What follows belongs to an exercise in optimizing a design on an open flow for small area, a short achievable clock period and few clock cycles; a production flow would make more cautious choices. At most, simulation tests tie the RTL to the original design; equivalence was not proved. Power and IR drop assume default switching activity.

Setup of job 984:
==> flow/design.v (excerpt) <==
module iec61937_framer (
    input             clk,
    input             rst,
    input             cmd_valid,
    output            cmd_ready,
    input      [7:0]  cmd_op,
    input      [31:0] cmd_arg,
    input      [31:0] cmd_dur,
    input      [31:0] cmd_cap,
    input             au_valid,
    output            au_ready,
    input      [7:0]  au_data,
    output            out_valid,
    input             out_ready,
    output     [7:0]  out_data,
    output            rsp_valid,
    output     [3:0]  rsp_status,
    output     [31:0] rsp_out_len,
    output            rsp_consumed,
    output            mem_we,
    output            mem_re,
    output     [18:0] mem_addr,
    output     [7:0]  mem_wdata,
    input      [7:0]  mem_rdata
);
For scale: ~2900 cells after synthesis, ~320 flip-flops, roughly 200 I/O pins, ~23000 µm² of cells after synthesis.
Settings: LEC_CHECK=0, CAP_MARGIN=20, CORE_MARGIN=2, CORE_UTILIZATION=40, PLACE_DENSITY=0.6, SETUP_SLACK_MARGIN=5, SLEW_MARGIN=20, TNS_END_PERCENT=40; clock period 8.0 ns.
run.sh (not shown) runs the stock make flow with config.mk's settings and CLKGATE_MAP_FILE= SYNTH_SCRIPT=/design/flow/synth_recipe.tcl, a recipe that flattens the netlist after the stock synthesis.
Edits applied to the flow inputs when going from job 984 to job 5089:
Settings: TNS_END_PERCENT now 15, was 40; SETUP_SLACK_MARGIN now 4.4, was 5; PLACE_DENSITY now 0.7, was 0.6; CORE_UTILIZATION now 55, was 40.
==> notes.md <==
- Job 984 -> job 5089: number of combinational gates with multiple inputs delta 0, exact match
- Job 5089 vs job 984: synthesis-to-layout area growth down in job 5089
- Count of clock-buffer cells in the layout of job 5089 exceeds that of job 984 by a few percent.
- Compared to job 984, job 5089 has total power after layout 1.0 mW lower.
- Comparing job 984 and job 5089, the lower design area is on job 5089.
- NOTE: fraction of power consumed by combinational cells in job 5089 falls short of that of job 984
- Job 984 -> job 5089: length of routed met2 wiring decreased by more than 10%
- Diff job 984 -> job 5089 | switching component of the power | decrease of 16%
- Clock network area share delta (job 5089 -> job 984): insignificant
- Comparing job 5089 against job 984, there is no change at all in top-level I/O count.
Inputs modified between job 5089 and job 1616:
Settings: swapping 0.7 for 0.6 in PLACE_DENSITY; swapping 55 for 40 in CORE_UTILIZATION; swapping 4.4 for 5 in SETUP_SLACK_MARGIN.
Notes after the runs:
Job 1616 reports a higher combinational power than job 5089 does.
Job 1616 vs job 5089 — clock buffer instance count of the final layout dropped by more than 10%
Between job 1616 and job 5089, the via count does not differ in any meaningful way.
Taking job 5089 as the reference point, the required time at the endpoint of the critical path of job 1616 falls by 0.30 ns.
Compared to job 5089, job 1616 was floorplanned on a bigger die.
Looking only at fraction of final layout cells with drive strength greater than 1, and setting everything else aside, the higher value of job 1616 and job 5089 goes to job 1616.
## Diff of input files: job 2830 against job 1616
Settings: swapping 5 for 4.4 in SETUP_SLACK_MARGIN.
Comparing job 2830 and job 1616, synthesis-to-layout area growth is higher on job 1616.
Job 2830 vs. job 1616: power shows a reduction of about 7%; clock-pin slew on the worst setup and hold paths comparable; share of total power in combinational logic dropped 3.1 points; via count -341.
In job 2830, the count of clock-buffer cells in the layout came out about 10% above the value in job 1616.
Function was not checked in any run of this note: the RTL went through the layout flow alone.

* * *

== before ==
iec61937_framer, a different RTL version from the one above (not shown whole).
For scale: roughly 2700 cells after synthesis, about 260 flip-flops, about 200 I/O pins.
clock: 8.0 ns
lec_check: 0
cap_margin: 20
core_margin: 2
core_utilization: 40
place_density: 0.6
setup_slack_margin: 2
slew_margin: 20
before finished end to end and its layout was clean on timing, DRC and antenna.
Here is what was changed in the inputs of after compared with before.
- SETUP_SLACK_MARGIN changed from 2 to 5
Findings:
Delta(part of the power in the clock network, after - before) < 0. Switching power summed over all nets went up by more than a quarter going from before to after. Sort before and after by final area desc -> top: after. Setup slack: after more than before. No stage failed in before, and the final checks on the layout all came back clean. Looking at the reports, after completed the entire flow and the layout it produced met the timing, DRC and antenna checks. The run showing the smaller DRC marker count from the first detailed-route iteration is before.
No run of this note included a check of the RTL's function; only the layout flow was run.

* * *

## rev 12
iec61937_framer, a different RTL version from the one above (not shown whole).
For scale: ~2800 cells after synthesis, about 270 flip-flops, about 23000 sq um of cells after synthesis.
Settings: LEC_CHECK=0, CAP_MARGIN=20, CORE_MARGIN=2, CORE_UTILIZATION=40, PLACE_DENSITY=0.6, SETUP_SLACK_MARGIN=5, SLEW_MARGIN=20; clock period 8.0 ns.
Testbench counts of rev 12, summed over its fixed seeds: cycles 3,718,344.
### rev 12 -> rev 13
# rev 12
export LEC_CHECK = 0
export CAP_MARGIN = 20
export CORE_MARGIN = 2
export CORE_UTILIZATION = 40
export PLACE_DENSITY = 0.6
export SETUP_SLACK_MARGIN = 5
export SLEW_MARGIN = 20
create_clock -name core_clock -period 8.0 [get_ports {clk}]
# rev 13
export LEC_CHECK = 0
export CAP_MARGIN = 20
export CORE_MARGIN = 2
export CORE_UTILIZATION = 40
export PLACE_DENSITY = 0.6
export SLEW_MARGIN = 20
create_clock -name core_clock -period 8.0 [get_ports {clk}]
--- outcome ---
- From rev 12 to rev 13 the numbers moved as follows: share of power burned in combinational logic has decreased, total power density per cell area saw an increase, global-route usage now smaller, area share of buffers outside the clock network fell 6.1 points, final clock period utilization by the worst path +12 points.

-- port drivers added, routing unchanged --
The results above use ideal ports. As a check the final layouts listed here were re-extracted and re-timed, cells and wires unchanged.
Step 1: set_driving_cell puts a clkbuf_16 on clk and a buf_2 on each other input, an assumption about the parent block.
Step 2, shift: input delay + t, output delay - t, t = (earliest + latest rising clock arrival at the registers) / 2. This alone moves slack from input paths to output paths.
Slacks: no drivers / after step 1 / after step 2; pairs: no drivers / after step 1.
| run | shift t [ns] | slack for setup (ns) | hold slack, ns | worst setup path after step 2 | pins driven straight from the clock port |
|---|---|---|---|---|---|
| job 984 | 0.645 | 4.392 / 4.326 / 4.230 | 0.423 / 0.423 / 0.423 | input to register | 1 |
| job 5089 | 0.622 | 4.189 / 4.189 / 3.846 | 0.442 / 0.442 / 0.442 | input to register | 1 |
| job 1616 | 0.637 | 4.373 / 4.381 / 3.773 | 0.423 / 0.423 / 0.423 | input to register | 1 |
| job 2830 | 0.637 | 4.230 / 4.172 / 3.838 | 0.416 / 0.416 / 0.416 | input to register | 1 |
| before | 0.618 | 2.160 / 2.160 / 2.160 | 0.423 / 0.423 / 0.423 | register to register | 1 |
| after | 0.620 | 3.574 / 3.574 / 3.574 | 0.500 / 0.500 / 0.500 | register to register | 1 |
| rev 12 | 0.623 | 3.754 / 3.754 / 3.754 | 0.507 / 0.507 / 0.507 | register to register | 1 |
| rev 13 | 0.606 | 2.827 / 2.766 / 2.846 | 0.504 / 0.504 / 0.504 | register to register | 1 |
After both steps every run listed still meets setup and hold. For job 1616, which loses most, drivers alone change the setup slack by +0.008 ns; drivers and shift together by -0.600 ns.
